From an optimization exercise on the open Yosys and OpenROAD flow, aimed at small area; shortcuts taken in it are not production practice.
Function was checked by simulation only, so behaviour that the tests miss may differ from the original.
Power is estimated from default activity; no workload was simulated.

$ cat flow/run.sh
#!/bin/bash
# synth_recipe.tcl (not shown) runs the flow's synth.tcl, then flattens the netlist and writes it again
# the make line also repeats each setting of config.mk as NAME=value (left out here)
make -C /OpenROAD-flow-scripts/flow DESIGN_CONFIG=/design/flow/config.mk WORK_HOME=/design/flow/orfs CLKGATE_MAP_FILE= SYNTH_SCRIPT=/design/flow/synth_recipe.tcl finish
$ cat flow/config.mk
export PLATFORM = sky130hd
export DESIGN_NAME = modbus_slave
export DESIGN_NICKNAME = modbus_slave
export VERILOG_FILES = /design/flow/design.v
export SDC_FILE = /design/flow/constraint.sdc
export NUM_CORES = 4
export LEC_CHECK = 0
export CAP_MARGIN = 40
export CORE_MARGIN = 2
export CORE_UTILIZATION = 40
export PLACE_DENSITY = 0.55
export SLEW_MARGIN = 40
$ cat flow/constraint.sdc
create_clock -name core_clock -period 10.0 [get_ports {clk}]
set_input_delay 2.0000 -clock core_clock [delete_from_list [all_inputs] [get_ports {clk}]]
set_output_delay 2.0000 -clock core_clock [all_outputs]
set_load 0.01 [all_outputs]
$ cat flow/design.v
module modbus_slave (
    input  wire        clk,
    input  wire        rst,            
    input  wire [7:0]  slave_addr,     
    input  wire [9:0]  t35_interval,   
    input  wire        time_unit,      
    input  wire        rx_valid,       
    input  wire [7:0]  rx_data,
    output reg         rx_en,
    output reg         tx_en,
    output wire        tx_valid,       
    output wire [7:0]  tx_data,
    input  wire        tx_ready,
    output wire        mem_req,        
    output wire        mem_we,
    output wire [15:0] mem_addr,
    output wire [31:0] mem_wdata,
    input  wire        mem_ack,
    input  wire [31:0] mem_rdata
);
    localparam [1:0] S_SIL  = 2'd0,
                     S_WAIT = 2'd1,
                     S_READ = 2'd2,
                     S_SEND = 2'd3;
    localparam [3:0] P_IDLE   = 4'd0,
                     P_DISP   = 4'd1,    
                     P_ALIGN  = 4'd2,    
                     P_HDR    = 4'd3,    
                     P_RREQ   = 4'd4,    
                     P_RSEND  = 4'd5,    
                     P_CRCL   = 4'd6,    
                     P_CRCH   = 4'd7,    
                     P_WSR    = 4'd8,    
                     P_WSEL   = 4'd9,    
                     P_WPAIR  = 4'd10,   
                     P_WSHIFT = 4'd11,   
                     P_TAILRD = 4'd12,   
                     P_TAILWR = 4'd13;   
    localparam [1:0] K_EXC = 2'd0, K_RD = 2'd1, K_WSR = 2'd2, K_WMR = 2'd3;
    localparam integer NB = 118;         
    reg [1:0]  state;
    reg [9:0]  sil_cnt;
    reg [7:0]  rx_cur;
    reg [7:0]  rx_len;
    reg        rx_ovf;
    reg        addr_ok;
    reg [7:0]  fc;
    reg [15:0] a_r;        
    reg [15:0] q_r;        
    reg [8*NB-1:0] dch;    
    reg [3:0]  ph;
    reg [1:0]  kind;
    reg [15:0] crc;
    reg [2:0]  pos;        
    reg [1:0]  bsel;       
    reg [1:0]  gcnt;       
    reg [7:0]  dreg;       
    wire busy = (ph != P_IDLE);
    wire        byte_acc = rx_valid && rx_en;       
    wire        tu       = time_unit && !busy && !byte_acc;
    wire        tick     = tu && ({1'b0, sil_cnt} + 11'd1 == {1'b0, t35_interval});
    wire        frame_b  = byte_acc && (state == S_WAIT) && (rx_cur != 8'd128);
    wire        fc_rd = (fc == 8'h03) || (fc == 8'h04);
    wire        fc_ws = (fc == 8'h06);
    wire        fc_wm = (fc == 8'h10);
    wire        fc_ok = fc_rd || fc_ws || fc_wm;
    wire [4:0]  ncell    = q_r[5:1] + {4'd0, q_r[0]};
    wire        range_ok = ({1'b0, a_r} + {12'd0, ncell}) <= 17'h08000;
    wire [7:0]  wmr_need = 8'd9 + {q_r[6:0], 1'b0};
    wire [7:0]  s117 = dch[8*117 +: 8];
    wire [7:0]  s116 = dch[8*116 +: 8];
    wire [7:0]  s115 = dch[8*115 +: 8];
    wire [7:0]  s114 = dch[8*114 +: 8];
    reg  [7:0]  hdr_byte;
    always @* begin
        case (pos)
            3'd0: hdr_byte = slave_addr;
            3'd1: hdr_byte = fc;
            3'd2: hdr_byte = (kind == K_EXC) ? {6'd0, fc_ok, !fc_ok} :
                             (kind == K_RD)  ? {q_r[6:0], 1'b0} : a_r[15:8];
            3'd3: hdr_byte = a_r[7:0];
            3'd4: hdr_byte = q_r[15:8];
            default: hdr_byte = q_r[7:0];
        endcase
    end
    assign tx_valid = (ph == P_HDR) || (ph == P_RSEND) || (ph == P_CRCL) || (ph == P_CRCH);
    assign tx_data  = (ph == P_HDR)   ? hdr_byte :
                      (ph == P_RSEND) ? dreg :
                      (ph == P_CRCL)  ? crc[7:0] : crc[15:8];
    wire [7:0]  crc_byte = busy ? tx_data : rx_data;
    reg  [15:0] crc_next;
    integer     b;
    always @* begin
        crc_next = crc ^ {8'h00, crc_byte};
        for (b = 0; b < 8; b = b + 1)
            crc_next = crc_next[0] ? ((crc_next >> 1) ^ 16'hA001) : (crc_next >> 1);
    end
    assign mem_req   = (ph == P_RREQ) || (ph == P_WSR) || (ph == P_WPAIR) ||
                       (ph == P_TAILRD) || (ph == P_TAILWR);
    assign mem_we    = (ph == P_WSR) || (ph == P_WPAIR) || (ph == P_TAILWR);
    assign mem_addr  = {1'b1, a_r[14:0]};
    assign mem_wdata = (kind == K_WSR) ? {16'h0000, q_r} : {s115, s114, s117, s116};
    reg  [7:0]  rd_byte;
    always @* begin
        case (bsel)
            2'd0: rd_byte = mem_rdata[15:8];
            2'd1: rd_byte = mem_rdata[7:0];
            2'd2: rd_byte = mem_rdata[31:24];
            default: rd_byte = mem_rdata[23:16];
        endcase
    end
    wire hdr_last = (kind == K_EXC || kind == K_RD) ? (pos == 3'd2) : (pos == 3'd5);
    wire dsh = (frame_b && rx_cur >= 8'd7 && rx_cur <= 8'd124) ||
               (ph == P_ALIGN && rx_len < 8'd125) || (ph == P_WSHIFT);
    wire tail_ld = (ph == P_TAILRD) && mem_ack;
    always @(posedge clk) begin
        if (dsh)
            dch <= {dch[8*NB-9:0], rx_data};
        else if (tail_ld)
            dch[8*114 +: 16] <= mem_rdata[31:16];
    end
    reg fin;
    always @(posedge clk) begin
        fin = 1'b0;
        if (rst) begin
            state   <= S_SIL;
            sil_cnt <= 10'd0;
            rx_cur  <= 8'd0;
            rx_ovf  <= 1'b0;
            rx_en   <= 1'b0;
            tx_en   <= 1'b0;
            ph      <= P_IDLE;
        end else begin
            if (byte_acc) begin
                sil_cnt <= 10'd0;
                if (rx_cur == 8'd128)
                    rx_ovf <= 1'b1;
                else
                    rx_cur <= rx_cur + 8'd1;
            end
            if (frame_b) begin
                crc <= crc_next;
                if (rx_cur == 8'd0) addr_ok <= (rx_data == slave_addr);
                if (rx_cur == 8'd1) fc <= rx_data;
                if (rx_cur == 8'd2 || rx_cur == 8'd3) a_r <= {a_r[7:0], rx_data};
                if (rx_cur == 8'd4 || rx_cur == 8'd5) q_r <= {q_r[7:0], rx_data};
            end
            if (tu) begin
                if (tick) sil_cnt <= 10'd0;
                else      sil_cnt <= sil_cnt + 10'd1;
            end
            if (tick) begin
                case (state)
                    S_SIL: begin
                        rx_en <= 1'b1;
                        tx_en <= 1'b0;
                        crc   <= 16'hFFFF;
                        state <= S_WAIT;
                    end
                    S_WAIT: begin
                        if (rx_cur != 8'd0) begin
                            rx_len <= rx_cur;
                            state  <= S_READ;
                        end
                    end
                    S_READ: begin
                        rx_cur <= 8'd0;
                        rx_en  <= 1'b0;
                        tx_en  <= 1'b1;
                        state  <= S_SEND;
                    end
                    S_SEND: begin
                        ph <= P_DISP;
                    end
                endcase
            end
            case (ph)
                P_DISP: begin
                    crc <= 16'hFFFF;
                    pos <= 3'd0;
                    ph  <= P_HDR;
                    if (rx_ovf || rx_len < 8'd4 || crc != 16'h0000 || !addr_ok)
                        fin = 1'b1;
                    else if (!fc_ok)
                        kind <= K_EXC;
                    else if (rx_len < (fc_wm ? 8'd9 : 8'd8))
                        fin = 1'b1;
                    else if (fc_rd) begin
                        if (q_r > 16'd61 || !range_ok) kind <= K_EXC;
                        else                           kind <= K_RD;
                    end else if (fc_ws) begin
                        if (a_r[15]) kind <= K_EXC;
                        else         kind <= K_WSR;
                    end else begin
                        if (q_r > 16'd59 || !range_ok) kind <= K_EXC;
                        else if (rx_len < wmr_need)    fin = 1'b1;
                        else begin
                            kind <= K_WMR;
                            ph   <= P_ALIGN;
                        end
                    end
                end
                P_ALIGN: begin
                    if (rx_len < 8'd125)
                        rx_len <= rx_len + 8'd1;
                    else
                        ph <= P_HDR;
                end
                P_HDR: begin
                    if (tx_ready) begin
                        crc <= crc_next;
                        pos <= pos + 3'd1;
                        if (hdr_last) begin
                            bsel <= 2'd0;
                            ph   <= (kind == K_RD && q_r != 16'd0) ? P_RREQ : P_CRCL;
                        end
                    end
                end
                P_RREQ: begin
                    if (mem_ack) begin
                        dreg <= rd_byte;
                        ph   <= P_RSEND;
                    end
                end
                P_RSEND: begin
                    if (tx_ready) begin
                        crc  <= crc_next;
                        bsel <= bsel + 2'd1;
                        if (bsel[0]) q_r <= q_r - 16'd1;
                        if (bsel == 2'd3) a_r <= a_r + 16'd1;
                        ph <= (bsel[0] && q_r == 16'd1) ? P_CRCL : P_RREQ;
                    end
                end
                P_CRCL: begin
                    if (tx_ready) ph <= P_CRCH;
                end
                P_CRCH: begin
                    if (tx_ready) begin
                        if (kind == K_WSR)      ph <= P_WSR;
                        else if (kind == K_WMR) ph <= P_WSEL;
                        else                    fin = 1'b1;
                    end
                end
                P_WSR: begin
                    if (mem_ack) fin = 1'b1;
                end
                P_WSEL: begin
                    if (q_r == 16'd0)      fin = 1'b1;
                    else if (q_r == 16'd1) ph <= P_TAILRD;
                    else                   ph <= P_WPAIR;
                end
                P_WPAIR: begin
                    if (mem_ack) begin
                        a_r  <= a_r + 16'd1;
                        q_r  <= q_r - 16'd2;
                        gcnt <= 2'd0;
                        ph   <= P_WSHIFT;
                    end
                end
                P_WSHIFT: begin
                    gcnt <= gcnt + 2'd1;
                    if (gcnt == 2'd3) ph <= P_WSEL;
                end
                P_TAILRD: begin
                    if (mem_ack) ph <= P_TAILWR;
                end
                P_TAILWR: begin
                    if (mem_ack) fin = 1'b1;
                end
                default: ;
            endcase
            if (fin) begin
                rx_en  <= 1'b0;
                tx_en  <= 1'b0;
                rx_ovf <= 1'b0;
                state  <= S_SIL;
                ph     <= P_IDLE;
            end
        end
    end
endmodule
==> run_results.csv <==
group,metric,value,unit
status,status,"no timing/DRC/antenna violations",
floorplan,initial_core_util,0.4019,
pwr,power,8.766,mW
global_routing,grt.overflow.total,0,
logic_synthesis,synth-edff-count,1026,
cts,cts_tree,"yes",
finish,syn2layout_area_growth,15.86,%
global_routing,grt_max_degree,185,
logic_synthesis,ys_async_sr_fraction,0,
pwr,seq_power_share,0.550,
place,pre_cts_slack,3828,ps
routing,drtPass1Iterations,5,
cts,clock_path_buffers,3,
floorplan,io_pins,125,
logic_synthesis,synth_top_area_share,0.8093,
worst_setup_path,cp.required,8000,ps
place,port_buffers,123,
pwr,power.switching,1.781,mW
routing,post_drt_wl_per_cell,19.84,um
routing,vias,18440,
min_path,min_from,"dch[725]$_DFFE_PN_",
cts,clock-sinks,1053,
floorplan,die_height,312.5,um
cts,cts_hold_buf,0,
floorplan,dieArea,97660,um^2
min_path,whs_path_depth,0,
logic_synthesis,synthDistinctLibCells,84,
worst_setup_path,cp-end-kind,"output port",
logic_synthesis,syn_area,38070,um^2
cts,cts_setup_buffers,0,
finish,fin_area,44110,um^2
sta,setup_ws,3946,ps
cts,cts.reportedPaths.clkPinSlew,60,ps
finish,fin_util,0.4656,
pwr,powerDensity,198.7,nW/um^2
worst_setup_path,crit_path_end,"tx_data[2]",
pwr,pwr-share-clk,0.427,
place,post_dp_cell_area,40750,um^2
worst_setup_path,startpoint_type,"input port",
global_routing,grt_pass1_wl,111000,um
worst_setup_path,r2r_cells,15,
logic_synthesis,synth.most_common_cell,"edfxtp_1",
min_path,min_path_type,"flip-flop to flip-flop",
finish,fin_nets,2401,
run,drv_cap,0,
sta,tns,0,ps
logic_synthesis,ys_top_cells_by_count,"1026 x edfxtp_1, 142 x nand2_1, 129 x nor2_1",
sta,finalCriticalPeriod,6054,ps
pwr,power_leakage,12.39,nW
finish,seq_area,31350,um^2
routing,routed_wirelength,72260,um
finish,fill_cells,8058,
cts,ctsResizeCount,0,
sta,rsz0062_at_grt,"no",
sta,setup_violations,0,
sta,hold_violations,0,
pwr,sw_frac_of_total,0.2032,
pwr,combPwrFrac,0.023,
finish,multiInputGateArea,6171,um^2
global_routing,grt_pass1_vias,18010,
worst_setup_path,startpoint,"slave_addr[2]",
worst_setup_path,reg2reg_slack,5380,ps
logic_synthesis,ys_seq_area_frac,0.8235,
global_routing,grt_usage,0.1468,
logic_synthesis,synth_top_area_cell,"edfxtp_1",
cts,h-tree-depth,3,
logic_synthesis,yosys_most_used_dff,"edfxtp_1",
routing,drt_iter0_drc,1820,
sta,fmax,165.2,MHz
sta,worst_pin_slew,835.4,ps
floorplan,rows,113,
sta,period_share,0.6054,
cts,numCtsBuffers,103,
sta,slew_headroom,0.4431,
worst_setup_path,crit_fanout,2,
logic_synthesis,syn_area_per_cell,17.90,um^2
cts,clkLatencyLatePin,670,ps
sta,skew,27.45,ps
global_routing,antenna_found_initial,5,
finish,drive_gt1_frac,0.1005,
pwr,vdd_ir_drop_max,0.1448,mV
logic_synthesis,synth_area_leaders,"edfxtp_1 81%, ha_1 1.5%, dfxtp_1 1.4%",
routing,vias_per_cell,5.063,
floorplan,core,94730,um^2
place,hpwl,43760,um
logic_synthesis,synth_cells,2127,
worst_setup_path,rr_startpoint,"q_r[0]$_DFFE_PP_",
routing,ant_nets,0,
floorplan,die_w,312.5,um
worst_setup_path,cp.arrival,4050,ps
logic_synthesis,synth.net_count,2237,
sta,drv_slew,0,
routing,drc,0,
place,gp_congestion,0.8647,
finish,n_antenna_cell,0,
worst_setup_path,reg2reg_to,"ph[3]$_SDFF_PP0_",
logic_synthesis,synth_seq_cells,1053,
pwr,intPower,6.985,mW
cts,cts_root_buf,"clkbuf_16",
logic_synthesis,yosysWarnings,1,
worst_setup_path,setup.worst_path.class,"input port to output port",
## state kept, by name, indices dropped and copies added, names as in the netlist, 3 cells and up
name / cells
sil_cnt: 10
ph: 4
pos: 3
q_r: 16
a_r: 16
rx_cur: 8
rx_len: 8
crc: 16
fc: 8
dreg: 8
dch: 944
## worst min path at each step
stage                    endpoint  slack, ps
6_report       dch[733]$_DFFE_PN_        400
5_1_grt        dch[654]$_DFFE_PN_        420
3_3_place_gp   dch[763]$_DFFE_PN_        400
4_1_cts        dch[733]$_DFFE_PN_        400
3_5_place_dp   dch[127]$_DFFE_PN_        400
2_1_floorplan  dch[100]$_DFFE_PN_        400
## critical path: stages
cell and delay [ps]:
clkdlybuf4s50_1 450, mux2_1 320, a222oi_1 250, a31oi_1 190, or2_2 350, clkdlybuf4s50_1 500
## layer usage
metal,GRT usage,vias to the layer above,wire [um]
li1,-,8522,-
met1,0.2227,9263,34510
met2,0.2081,515,31080
met3,0.03537,135,4719
met4,0.04774,6,1916
met5,0,-,31
## kinds of logic (layout without fill, tap and decap cells)
family / after synthesis / in the layout / share of synthesized area
DFF: 1053 / 1053 / 0.8235
buffers and inverters: 135 / 385 / 0.01568
and+or+nand+nor: 485 / 485 / 0.06245
muxes: 63 / 63 / 0.01765
other: 1 / 1 / 0.00009851
adders and majority gates: 46 / 46 / 0.01532
xor gates and xnor gates: 70 / 70 / 0.01726
AOI/OAI and AO/OA: 274 / 274 / 0.04805
## per-stage QoR
step / instances / hold WS, ps
finish: 3642 / 398.6
global route: 3642 / 416.4
CTS: 3639 / 396.1
detailed placement: 3448 / 404.5
global placement: 3446 / 402.2
floorplan: 2127 / 400.3
## cells in the final DEF, fill, tap and decap left out, drive strengths merged, types with 28 or more instances in the layout
cell,n
a21oi,69
inv,49
nor2,130
nand3,50
edfxtp,1026
buf,28
clkbuf,126
o21ai,59
xor2,29
ha,45
mux2,33
xnor2,39
clkdlybuf4s50,123
mux2i,30
nand2,142
clkinv,46
## power groups by stage
stage               clock, mW  combinational [mW]  sequential (mW)
finish                   3.75               0.197             4.82
global route             4.05               0.215             4.82
CTS                      3.87               0.199             4.82
detailed placement          0               0.198             4.92
global placement            0               0.196             4.92
floorplan                   0               0.124             4.89
## cell type report
| type | instances | share of cell area |
|---|---|---|
| flip-flops and latches | 1053 | 0.7108 |
| multi-input cells | 939 | 0.1399 |
| clock buffers | 126 | 0.06040 |
| well taps | 1265 | 0.03589 |
| repair buffers | 151 | 0.03492 |
| clock inverters | 65 | 0.01430 |
| inverters | 43 | 0.003745 |

-- static timing again, ports no longer ideal --
How much do the figures lean on ideal ports? The routed layout below was timed once more, with nothing changed but the port constraints. Step 1: set_driving_cell puts a clkbuf_16 on clk and a buf_2 on each other input, an assumption about the parent block. Step 2, shift: input delay + t, output delay - t, t = (earliest + latest rising clock arrival at the registers) / 2. This alone moves slack from input paths to output paths. Three values: ideal, step 1, step 2; two values: the first two.
shift t [ns]: 0.725
setup slack, ns: 3.946 / 3.825 / 3.825
worst setup path at the end: input to output
worst register clock-pin slew, ns: 0.07 / 0.07
After both steps this run still meets setup and hold. For this run, drivers alone change the setup slack by -0.121 ns; drivers and shift together by -0.121 ns.
